Context: an optimization exercise on an open-source flow, tuned for small area, a short achievable clock period and few clock cycles. The choices shown serve that exercise and are no tape-out recipe.
Only simulation tests tie the RTL to the original design; equivalence was not proved.
Power is estimated from default activity; no workload was simulated.

## run.sh

```bash
#!/bin/bash
# synth_recipe.tcl (not shown) runs the flow's synth.tcl, then flattens the netlist and writes it again
# the make line also repeats each setting of config.mk as NAME=value (left out here)
make -C /OpenROAD-flow-scripts/flow DESIGN_CONFIG=/design/flow/config.mk WORK_HOME=/design/flow/orfs CLKGATE_MAP_FILE= SYNTH_SCRIPT=/design/flow/synth_recipe.tcl finish
```

## constraint.sdc

```tcl
create_clock -name core_clock -period 7.0 [get_ports {clk}]
set_input_delay 1.4000 -clock core_clock [delete_from_list [all_inputs] [get_ports {clk}]]
set_output_delay 1.4000 -clock core_clock [all_outputs]
set_load 0.01 [all_outputs]
```

## design.v

```verilog
module cic_xfer (
    input  wire       clk,
    input  wire       rst,
    input  wire       go,         
    input  wire       send,       
    input  wire [2:0] nbits,      
    input  wire [3:0] tx_data,    
    input  wire       pif_clk,
    input  wire       pif_din,
    output reg  [3:0] rx_data,    
    output reg        done,       
    output reg        drive_low,
    output wire       ready       
);
    localparam X_IDLE  = 2'd0;
    localparam X_WLOW  = 2'd1;
    localparam X_WHIGH = 2'd2;
    reg [1:0] xstate;
    reg [3:0] sh;
    reg [2:0] cnt;
    reg       dir_send;
    assign ready = (xstate == X_WLOW) || (xstate == X_WHIGH);
    always @(posedge clk) begin
        if (rst) begin
            xstate    <= X_IDLE;
            drive_low <= 1'b0;
            done      <= 1'b0;
            rx_data   <= 4'd0;
            sh        <= 4'd0;
            cnt       <= 3'd0;
            dir_send  <= 1'b0;
        end else begin
            done <= 1'b0;
            case (xstate)
                X_IDLE: begin
                    if (go) begin
                        dir_send <= send;
                        cnt      <= nbits;
                        sh       <= tx_data << (3'd4 - nbits);
                        xstate   <= X_WLOW;
                    end
                end
                X_WLOW: begin
                    if (!pif_clk) begin
                        if (dir_send)
                            drive_low <= ~sh[3];
                        else
                            sh <= {sh[2:0], pif_din};
                        xstate <= X_WHIGH;
                    end
                end
                X_WHIGH: begin
                    if (pif_clk) begin
                        drive_low <= 1'b0;
                        if (dir_send)
                            sh <= {sh[2:0], 1'b0};
                        cnt <= cnt - 3'd1;
                        if (cnt == 3'd1) begin
                            rx_data <= sh;
                            done    <= 1'b1;
                            xstate  <= X_IDLE;
                        end else begin
                            xstate  <= X_WLOW;
                        end
                    end
                end
                default: xstate <= X_IDLE;
            endcase
        end
    end
endmodule
module cic_core (
    input  wire        clk,
    input  wire        rst,
    input  wire        start,
    input  wire        region_pal,
    input  wire        abort_req,
    input  wire [7:0]  seed,
    input  wire [47:0] checksum,    
    input  wire        pif_clk,
    input  wire        pif_din,
    output wire        drive_low,
    output wire        ready,
    output wire        busy,
    output wire        lockup,
    output reg  [1:0]  outcome
);
    localparam [127:0] TABLE_NTSC = 128'h89E16DC75B8F41B0CED01E31A581A90E;
    localparam [127:0] TABLE_PAL  = 128'hC511891728F321B0A57589171215F40E;
    localparam [1:0] OUT_NONE    = 2'd0;
    localparam [1:0] OUT_ENDED   = 2'd1;
    localparam [1:0] OUT_ABORTED = 2'd2;
    localparam [1:0] OUT_LOCKUP  = 2'd3;
    localparam [4:0] S_IDLE      = 5'd0,
                     S_HELLO     = 5'd1,
                     S_SEED_ENC  = 5'd2,
                     S_SEED_TX   = 5'd3,
                     S_CK_LOAD   = 5'd4,
                     S_CK_ENC    = 5'd5,
                     S_CK_DONE   = 5'd6,
                     S_CK_TX     = 5'd7,
                     S_REGION    = 5'd8,
                     S_INIT_RX   = 5'd9,
                     S_POLL      = 5'd10,
                     S_CMD_RX    = 5'd11,
                     S_CMP_ROUND = 5'd12,
                     S_CMP_PTR   = 5'd13,
                     S_CMP_RX    = 5'd14,
                     S_CMP_TX    = 5'd15,
                     S_V2_HELLO  = 5'd16,
                     S_V2_RX     = 5'd17,
                     S_V2_ROUND  = 5'd18,
                     S_V2_DONE   = 5'd19,
                     S_V2_TX     = 5'd20,
                     S_ACK       = 5'd21,
                     S_DONE      = 5'd22,
                     S_LOCK      = 5'd23;
    reg  [4:0]   state;
    reg  [127:0] pm;
    reg  [119:0] sm;
    reg          rgn;
    reg  [4:0]   idx;      
    reg  [2:0]   rnd;      
    reg  [3:0]   acc;      
    reg  [3:0]   xacc;     
    reg  [3:0]   bcur;     
    reg  [3:0]   cstep;    
    reg          cy;       
    reg  [4:0]   ptr;      
    reg          xf_go;
    reg          xf_send;
    reg  [2:0]   xf_nbits;
    reg  [3:0]   xf_tx;
    reg          xf_wait;  
    wire [3:0]   xf_rx;
    wire         xf_done;
    cic_xfer u_xfer (
        .clk       (clk),
        .rst       (rst),
        .go        (xf_go),
        .send      (xf_send),
        .nbits     (xf_nbits),
        .tx_data   (xf_tx),
        .pif_clk   (pif_clk),
        .pif_din   (pif_din),
        .rx_data   (xf_rx),
        .done      (xf_done),
        .drive_low (drive_low),
        .ready     (ready)
    );
    assign busy   = (state != S_IDLE) && (state != S_DONE);
    assign lockup = (state == S_LOCK);
    wire [3:0] pm_idx  = pm[{idx, 2'b00} +: 4];         
    wire [3:0] pm0     = pm[3:0];                        
    wire [3:0] pm17    = pm[4*23 +: 4];                  
    wire [3:0] pm_ptr  = pm[{ptr, 2'b00} +: 4];          
    wire [3:0] m_b     = pm[{1'b1, bcur, 2'b00} +: 4];   
    wire [3:0] m_15    = pm[4*31 +: 4];                  
    wire [3:0] sm_idx  = sm[{idx, 2'b00} +: 4];          
    wire [3:0] enc_sum = acc + 4'd1 + pm_idx;
    wire [3:0] cr_add1  = acc + m_b + 4'd1;             
    wire [4:0] cr_wide1 = {1'b0, acc} + {1'b0, m_b} + 5'd1;   
    wire [3:0] cr_add0  = acc + m_b;                    
    wire [4:0] cr_wide8 = {1'b0, acc} + 5'd8;
    wire [3:0] cr_step6 = cr_wide8[4] ? cr_wide8[3:0] : (cr_wide8[3:0] + m_b);
    wire [3:0] xacc_dec = xacc - 4'd1;
    wire [4:0] v2_a1 = {1'b0, acc} + (sm_idx[0] ? 5'd0 : 5'd8);
    wire [4:0] v2_a2 = v2_a1 + (v2_a1[1] ? 5'd0 : 5'd4);
    wire [3:0] v2_t  = v2_a2[3:0] + sm_idx;
    wire [3:0] v2_u  = (cy ? v2_t : v2_t + 4'd7) + v2_t;
    wire [4:0] v2_w  = {1'b0, v2_u} + {1'b0, v2_t} + {4'd0, cy};
    wire [3:0] v2_out = ~v2_w[3:0];
    always @(posedge clk) begin
        if (rst) begin
            state    <= S_IDLE;
            pm       <= 128'd0;
            sm       <= 120'd0;
            rgn      <= 1'b0;
            outcome  <= OUT_NONE;
            idx      <= 5'd0;
            rnd      <= 3'd0;
            acc      <= 4'd0;
            xacc     <= 4'd0;
            bcur     <= 4'd0;
            cstep    <= 4'd0;
            cy       <= 1'b0;
            ptr      <= 5'd0;
            xf_go    <= 1'b0;
            xf_send  <= 1'b0;
            xf_nbits <= 3'd0;
            xf_tx    <= 4'd0;
            xf_wait  <= 1'b0;
        end else begin
            xf_go <= 1'b0;
            case (state)
                S_IDLE, S_DONE: begin
                    if (start) begin
                        pm      <= 128'd0;
                        sm      <= 120'd0;
                        rgn     <= region_pal;
                        outcome <= OUT_NONE;
                        state   <= S_HELLO;
                    end
                end
                S_HELLO: begin
                    if (!xf_wait) begin
                        xf_go    <= 1'b1;
                        xf_send  <= 1'b1;
                        xf_nbits <= 3'd4;
                        xf_tx    <= rgn ? 4'h5 : 4'h1;
                        xf_wait  <= 1'b1;
                    end else if (xf_done) begin
                        xf_wait  <= 1'b0;
                        pm[3:0]  <= seed[7:4];
                        pm[7:4]  <= seed[3:0];
                        acc      <= seed[7:4];
                        idx      <= 5'd1;
                        rnd      <= 3'd0;
                        state    <= S_SEED_ENC;
                    end
                end
                S_SEED_ENC: begin
                    pm[{idx, 2'b00} +: 4] <= enc_sum;
                    acc <= enc_sum;
                    if (idx == 5'd15) begin
                        idx <= 5'd1;
                        acc <= pm0;
                        rnd <= rnd + 3'd1;
                        if (rnd == 3'd1) begin
                            idx   <= 5'd0;
                            state <= S_SEED_TX;
                        end
                    end else begin
                        idx <= idx + 5'd1;
                    end
                end
                S_SEED_TX: begin
                    if (!xf_wait) begin
                        xf_go    <= 1'b1;
                        xf_send  <= 1'b1;
                        xf_nbits <= 3'd4;
                        xf_tx    <= pm_idx;
                        xf_wait  <= 1'b1;
                    end else if (xf_done) begin
                        xf_wait <= 1'b0;
                        idx     <= idx + 5'd1;
                        if (idx == 5'd15)
                            state <= S_CK_LOAD;
                    end
                end
                S_CK_LOAD: begin
                    pm[15:0] <= 16'd0;
                    pm[63:16] <= checksum;
                    acc   <= 4'd0;
                    idx   <= 5'd1;
                    rnd   <= 3'd0;
                    state <= S_CK_ENC;
                end
                S_CK_ENC: begin
                    pm[{idx, 2'b00} +: 4] <= enc_sum;
                    acc <= enc_sum;
                    if (idx == 5'd15) begin
                        idx <= 5'd1;
                        acc <= pm0;
                        rnd <= rnd + 3'd1;
                        if (rnd == 3'd3)
                            state <= S_CK_DONE;
                    end else begin
                        idx <= idx + 5'd1;
                    end
                end
                S_CK_DONE: begin
                    if (!xf_wait) begin
                        xf_go    <= 1'b1;
                        xf_send  <= 1'b1;
                        xf_nbits <= 3'd1;
                        xf_tx    <= 4'd0;
                        xf_wait  <= 1'b1;
                    end else if (xf_done) begin
                        xf_wait <= 1'b0;
                        idx     <= 5'd0;
                        state   <= S_CK_TX;
                    end
                end
                S_CK_TX: begin
                    if (!xf_wait) begin
                        xf_go    <= 1'b1;
                        xf_send  <= 1'b1;
                        xf_nbits <= 3'd4;
                        xf_tx    <= pm_idx;
                        xf_wait  <= 1'b1;
                    end else if (xf_done) begin
                        xf_wait <= 1'b0;
                        idx     <= idx + 5'd1;
                        if (idx == 5'd15)
                            state <= S_REGION;
                    end
                end
                S_REGION: begin
                    pm    <= rgn ? TABLE_PAL : TABLE_NTSC;
                    idx   <= 5'd0;
                    state <= S_INIT_RX;
                end
                S_INIT_RX: begin
                    if (!xf_wait) begin
                        xf_go    <= 1'b1;
                        xf_send  <= 1'b0;
                        xf_nbits <= 3'd4;
                        xf_wait  <= 1'b1;
                    end else if (xf_done) begin
                        xf_wait <= 1'b0;
                        if (idx == 5'd0) begin
                            pm[4*1 +: 4] <= xf_rx;       
                            idx <= 5'd1;
                        end else begin
                            pm[4*17 +: 4] <= xf_rx;      
                            state <= S_POLL;
                        end
                    end
                end
                S_POLL: begin
                    if (abort_req) begin
                        outcome <= OUT_ABORTED;
                        state   <= S_DONE;
                    end else begin
                        state   <= S_CMD_RX;
                    end
                end
                S_CMD_RX: begin
                    if (!xf_wait) begin
                        xf_go    <= 1'b1;
                        xf_send  <= 1'b0;
                        xf_nbits <= 3'd2;
                        xf_wait  <= 1'b1;
                    end else if (xf_done) begin
                        xf_wait <= 1'b0;
                        case (xf_rx[1:0])
                            2'b00: begin
                                rnd   <= 3'd0;
                                cstep <= 4'd0;
                                state <= S_CMP_ROUND;
                            end
                            2'b10: begin
                                idx   <= 5'd0;
                                state <= S_V2_HELLO;
                            end
                            2'b11: state <= S_ACK;
                            default: begin
                                outcome <= OUT_LOCKUP;
                                state   <= S_LOCK;
                            end
                        endcase
                    end
                end
                S_CMP_ROUND: begin
                    case (cstep)
                        4'd0: begin                  
                            xacc  <= m_15;
                            acc   <= m_15;
                            bcur  <= 4'd1;
                            cstep <= 4'd1;
                        end
                        4'd1: begin                  
                            pm[{1'b1, bcur, 2'b00} +: 4] <= cr_add1;
                            acc   <= cr_add1;
                            bcur  <= bcur + 4'd1;
                            cstep <= 4'd2;
                        end
                        4'd2: begin                  
                            pm[{1'b1, bcur, 2'b00} +: 4] <= ~cr_add1;
                            acc   <= m_b;
                            bcur  <= bcur + 4'd1;
                            cstep <= 4'd3;
                        end
                        4'd3: begin                  
                            if (!cr_wide1[4]) begin
                                pm[{1'b1, bcur, 2'b00} +: 4] <= cr_wide1[3:0];
                                acc  <= m_b;
                                bcur <= bcur + 4'd1;
                            end else begin
                                acc  <= cr_wide1[3:0];
                            end
                            cstep <= 4'd4;
                        end
                        4'd4: begin                  
                            pm[{1'b1, bcur, 2'b00} +: 4] <= cr_add0;
                            acc   <= cr_add0;
                            bcur  <= bcur + 4'd1;
                            cstep <= 4'd5;
                        end
                        4'd5: begin                  
                            pm[{1'b1, bcur, 2'b00} +: 4] <= cr_add0;
                            acc   <= m_b;
                            bcur  <= bcur + 4'd1;
                            cstep <= 4'd6;
                        end
                        4'd6: begin                  
                            pm[{1'b1, bcur, 2'b00} +: 4] <= cr_step6;
                            acc   <= m_b;
                            bcur  <= bcur + 4'd1;
                            cstep <= 4'd7;
                        end
                        4'd7: begin                  
                            pm[{1'b1, bcur, 2'b00} +: 4] <= cr_add1;
                            acc   <= cr_add1;
                            bcur  <= bcur + 4'd1;
                            if (bcur == 4'd15)
                                cstep <= 4'd8;
                        end
                        default: begin               
                            xacc  <= xacc_dec;
                            acc   <= xacc_dec;
                            bcur  <= 4'd1;
                            cstep <= 4'd1;
                            if (xacc_dec == 4'd15) begin
                                cstep <= 4'd0;
                                rnd   <= rnd + 3'd1;
                                if (rnd == 3'd2)
                                    state <= S_CMP_PTR;
                            end
                        end
                    endcase
                end
                S_CMP_PTR: begin
                    ptr   <= {1'b1, (pm17 == 4'd0) ? 4'd1 : pm17};
                    state <= S_CMP_RX;
                end
                S_CMP_RX: begin                      
                    if (!xf_wait) begin
                        xf_go    <= 1'b1;
                        xf_send  <= 1'b0;
                        xf_nbits <= 3'd1;
                        xf_wait  <= 1'b1;
                    end else if (xf_done) begin
                        xf_wait <= 1'b0;
                        state   <= S_CMP_TX;
                    end
                end
                S_CMP_TX: begin
                    if (!xf_wait) begin
                        xf_go    <= 1'b1;
                        xf_send  <= 1'b1;
                        xf_nbits <= 3'd1;
                        xf_tx    <= {3'd0, pm_ptr[0]};
                        xf_wait  <= 1'b1;
                    end else if (xf_done) begin
                        xf_wait <= 1'b0;
                        if (rgn) begin
                            ptr <= ptr - 5'd1;
                            state <= (ptr[3:0] == 4'd1) ? S_POLL : S_CMP_RX;
                        end else begin
                            ptr <= ptr + 5'd1;
                            state <= (ptr[3:0] == 4'd15) ? S_POLL : S_CMP_RX;
                        end
                    end
                end
                S_V2_HELLO: begin
                    if (!xf_wait) begin
                        xf_go    <= 1'b1;
                        xf_send  <= 1'b1;
                        xf_nbits <= 3'd4;
                        xf_tx    <= 4'hA;
                        xf_wait  <= 1'b1;
                    end else if (xf_done) begin
                        xf_wait <= 1'b0;
                        idx     <= idx + 5'd1;
                        if (idx == 5'd1) begin
                            idx   <= 5'd0;
                            state <= S_V2_RX;
                        end
                    end
                end
                S_V2_RX: begin
                    if (!xf_wait) begin
                        xf_go    <= 1'b1;
                        xf_send  <= 1'b0;
                        xf_nbits <= 3'd4;
                        xf_wait  <= 1'b1;
                    end else if (xf_done) begin
                        xf_wait <= 1'b0;
                        sm[{idx, 2'b00} +: 4] <= xf_rx;
                        idx <= idx + 5'd1;
                        if (idx == 5'd29) begin
                            idx   <= 5'd0;
                            acc   <= 4'd5;
                            cy    <= 1'b1;
                            state <= S_V2_ROUND;
                        end
                    end
                end
                S_V2_ROUND: begin
                    sm[{idx, 2'b00} +: 4] <= v2_out;
                    acc <= v2_out;
                    cy  <= v2_w[4];
                    idx <= idx + 5'd1;
                    if (idx == 5'd29)
                        state <= S_V2_DONE;
                end
                S_V2_DONE: begin
                    if (!xf_wait) begin
                        xf_go    <= 1'b1;
                        xf_send  <= 1'b1;
                        xf_nbits <= 3'd1;
                        xf_tx    <= 4'd0;
                        xf_wait  <= 1'b1;
                    end else if (xf_done) begin
                        xf_wait <= 1'b0;
                        idx     <= 5'd0;
                        state   <= S_V2_TX;
                    end
                end
                S_V2_TX: begin
                    if (!xf_wait) begin
                        xf_go    <= 1'b1;
                        xf_send  <= 1'b1;
                        xf_nbits <= 3'd4;
                        xf_tx    <= sm_idx;
                        xf_wait  <= 1'b1;
                    end else if (xf_done) begin
                        xf_wait <= 1'b0;
                        idx     <= idx + 5'd1;
                        if (idx == 5'd29)
                            state <= S_POLL;
                    end
                end
                S_ACK: begin
                    if (!xf_wait) begin
                        xf_go    <= 1'b1;
                        xf_send  <= 1'b1;
                        xf_nbits <= 3'd1;
                        xf_tx    <= 4'd0;
                        xf_wait  <= 1'b1;
                    end else if (xf_done) begin
                        xf_wait <= 1'b0;
                        outcome <= OUT_ENDED;
                        state   <= S_DONE;
                    end
                end
                S_LOCK: begin
                end
                default: state <= S_IDLE;
            endcase
        end
    end
endmodule
```

## config.mk

```make
export PLATFORM = sky130hd
export DESIGN_NAME = cic_core
export DESIGN_NICKNAME = cic_core
export VERILOG_FILES = /design/flow/design.v
export SDC_FILE = /design/flow/constraint.sdc
export NUM_CORES = 4
export LEC_CHECK = 0
export CAP_MARGIN = 20
export CORE_MARGIN = 2
export CORE_UTILIZATION = 30
export PLACE_DENSITY = 0.5
export SLEW_MARGIN = 20
```

==> run_results.csv <==
group,metric,value,unit
place,gp_congestion,1.01,
layout,fin_cells,3307,
clock_network,cts_root_buf,"clkbuf_16",
synth,syn_nets,2537,
detailed_routing,vias,21200,
setup_path,required,7510,ps
grt,antenna_found_initial,5,
floorplanning,io_pins,69,
clock_network,clk_pin_slew,60,ps
setup_path,cp.buffers_inverters,1,
floorplanning,die_h,265,um
synth,synth.area.top_cells,"dfxtp_1, mux4_2, a22oi_1",
detailed_routing,ant_nets,0,
floorplanning,die-area,0.0703,mm2
timing,fin_skew,34.5,ps
job,maxCapViolCount,0,
setup_path,cp-end-kind,"flip-flop",
timing,max_slew_margin,0.241,
clock_network,cts_hold_buf,0,
detailed_routing,avgRoutedWirePerCell,27.8,um
clock_network,ctsResizeCount,0,
power_and_ir_drop,switching_share,0.445,
setup_path,cp_top_family,"compound AO/OA/AOI/OAI gates",
detailed_routing,dr.pass1.iters,6,
power_and_ir_drop,seqPwrFrac,0.262,
timing,setup_viol,0,
clock_network,cts_sinks,312,
floorplanning,die_width,265,um
power_and_ir_drop,ir_worst_vdd,0.000154,V
timing,fin_crit_sh,0.866,
synth,synth_seq_cells,312,
detailed_routing,drt_wl_total,92.0,mm
synth,yosysWarnings,2,
timing,worst_slew_pin_slew,1130,ps
timing,tns,0,ps
setup_path,arrival,6570,ps
hold_path,min_path_type,"reg2reg",
layout,drive_gt1_frac,0.116,
synth,synth_cells,2419,
setup_path,cp_cell_sequence,"mux4_2 > mux4_2 > mux2_2 > ha_1 > ha_1 > inv_1 > ha_1 > o21ai_0 > ha_1 > a21o_1 > a21oi_1 > xnor2_1 > ha_1 > or3_1 > a21o_1 > a211oi_1 > a32oi_1 > nor2_1",
synth,synth_edf_count,0,
setup_path,critPathKind,"reg2reg",
synth,syn_area_per_cell,8.46,um2
synth,syn_area,0.0205,mm2
detailed_routing,vias_per_cell,6.40,
setup_path,cp_max_fo,36,
setup_path,cpPeakStageDelay,790,ps
power_and_ir_drop,power_density,325,mW/mm2
layout,syn_to_final_growth,14.1,%
synth,synth_seq_area_share,0.305,
synth,async_flop_share,0,
power_and_ir_drop,p_comb_frac,0.446,
clock_network,cts_tree,"built",
timing,maxSlewViolCount,0,
floorplanning,core,0.0674,mm2
clock_network,clock_latency,590,ps
clock_network,cts-buffers-inserted,39,
place,placed_cells,3234,
place,portBuffers,68,
grt,first_global_vias,20300,
place,dpl_cell_area,0.0220,mm2
power_and_ir_drop,p_sw,3.38,mW
setup_path,rrSetupSlack,940,ps
timing,finalCriticalPeriod,6060,ps
timing,finalHoldViolCount,0,
timing,whs,471,ps
setup_path,cp-start-kind,"flip-flop",
grt,grtUsageTotal,0.255,
power_and_ir_drop,p_clk_frac,0.292,
clock_network,cts_setup_buffers,0,
grt,grt_max_degree,96,
setup_path,cpMaxStageDelayCell,"dfxtp_4",
synth,ys_types,94,
synth,ys.flop_type,"dfxtp_1",
clock_network,clk_path_buf_depth,3,
place,dp_hpwl,67.1,mm
timing,timing.fmax,0.165,GHz
run_status,status,"complete, no violations",
detailed_routing,drc,0,
timing,rsz0062_at_grt,"no",
floorplanning,rows,95,
setup_path,cpMostUsedCell,"ha_1",
layout,nets,2520,
grt,grt_pass1_wl,136,mm
detailed_routing,drt-initial-drc-count,2698,
grt,grt-ovfl-total,0,
layout,fin_area,0.0234,mm2
power_and_ir_drop,leakage,7.74,nW
floorplanning,initial_core_util,0.304,
power_and_ir_drop,internal_power,4.21,mW
synth,yosysTopAreaCellShare,0.305,
synth,synth_largest_area_cell,"dfxtp_1",
clock_network,htreeDepth,2,
==> cell usage after synthesis (18+ instances only) <==
master    instances
ha_1             48
a221oi_1         42
o22ai_1          25
a21o_1           29
nand2_1         179
a211oi_1         35
nor2b_1          34
nand3_1          55
o21ai_0         131
a22o_1           19
dfxtp_1         312
mux2i_1          49
a21oi_1         149
and3_1           22
clkbuf_1        109
nand2b_1         25
o211ai_1         18
a31oi_1          22
nor2_1          303
nor3_1           54
mux4_2           88
buf_2            57
o221ai_1         49
a22oi_1         166
inv_1            63
==> power by group through the flow <==
| stage | sequential, mW | combinational (mW) | clock, mW |
|---|---|---|---|
| 2_1_floorplan | 1.93 | 2.23 | 0 |
| 3_3_place_gp | 2.03 | 3.26 | 0 |
| 3_5_place_dp | 2.03 | 3.26 | 0 |
| 4_1_cts | 1.99 | 3.28 | 2.26 |
| 5_1_grt | 2.01 | 3.60 | 2.32 |
| 6_report | 1.99 | 3.39 | 2.22 |
==> per-layer routing <==
| layer | part of all wire | GRT usage |
|---|---|---|
| met1 | 0.42 | 0.346 |
| met2 | 0.42 | 0.376 |
| met3 | 0.10 | 0.0580 |
| met4 | 0.056 | 0.133 |
| met5 | 0.00055 | 0 |
==> cell families after synthesis <==
| kind of cell | Yosys count | share of synthesized area |
|---|---|---|
| compound gates | 827 | 0.283 |
| buf+inv | 265 | 0.0560 |
| simple gates | 786 | 0.181 |
| xor+xnor | 28 | 0.0127 |
| fa+ha+maj | 55 | 0.0362 |
| flops | 312 | 0.305 |
| mux | 146 | 0.126 |
==> flip-flops by register name, summed over array words and instances (netlist names), 4 cells and up <==
signal	count
cstep	4
xacc	4
acc	4
idx	5
xf_tx	4
state	5
u_xfer.sh	4
sm	120
ptr	5
bcur	4
u_xfer.rx_data	4
pm	128
==> cell usage in the layout, fill, tap and decap left out, types with 11 or more instances in the layout <==
cell type          n
dfxtp_1          309
nor2_1           302
nand2_1          179
a22oi_1          166
a21oi_1          148
o21ai_0          131
mux4_2            88
buf_4             74
clkdlybuf4s50_1   67
inv_1             63
nand3_1           54
nor3_1            53
mux2i_1           49
o221ai_1          49
ha_1              48
a221oi_1          42
clkbuf_16         39
a211oi_1          35
nor2b_1           33
a21o_1            29
nand2b_1          25
o22ai_1           25
a31oi_1           22
and3_1            22
a22o_1            19
o211ai_1          18
xnor2_1           15
a32oi_1           15
and2_1            14
a311oi_1          14
or3_1             13
xor2_1            12
nor3b_1           12
a32o_1            11
==> path summary, 6_finish.rpt <==
kind / startpoint / to / cells after the start
max: idx[0] / sm[95] / 18
min: pm[26] / pm[26] / 1
max reg2reg: idx[0] / sm[95] / 18
min reg2reg: pm[26] / pm[26] / 1
==> area by class of cell <==
cell class	instances	area [um2]
clock buffer	50	1040
sequential	312	6250
clock inverter	22	333
inverter	65	244
fill	6909	44000
multi-input combinational	1842	13200
tap	873	1090
antenna	1	2.50
timing repair buffer	142	1240
==> stage by stage <==
step            util  setup WS [ps]  total power, mW
3_5_place_dp   0.326            886             5.29
4_1_cts        0.346            861             7.53
6_report       0.347            936             7.60
5_1_grt        0.347            485             7.94
2_1_floorplan      -           1450             4.16
3_3_place_gp   0.326           1050             5.28
Testbench counts, summed over its fixed seeds: cycles 96,494.

static timing again, ports no longer ideal:
The flow's constraints put no driver on any port. The routed layout listed below was extracted and timed again, unchanged, in two steps.
Step 1 assumes that a clkbuf_16 drives the clock port and a buf_2 every other input.
Step 2 moves the port delays by t, midway between the first and last clock arrival at a register: inputs arrive t later, outputs are due t later. That takes back most of the time a late clock gives input paths.
a / b / c = no drivers / after step 1 / after step 2; a / b = the first two.
shift t [ns]: 0.635
setup WS [ns]: 0.936 / 0.936 / 0.936
hold WS [ns]: 0.471 / 0.471 / 0.471
worst register clock-pin slew, ns: 0.07 / 0.07
After both steps setup and hold are still met in this run. The setup slack of this run moves by 0.000 ns with the drivers and by 0.000 ns with both steps.
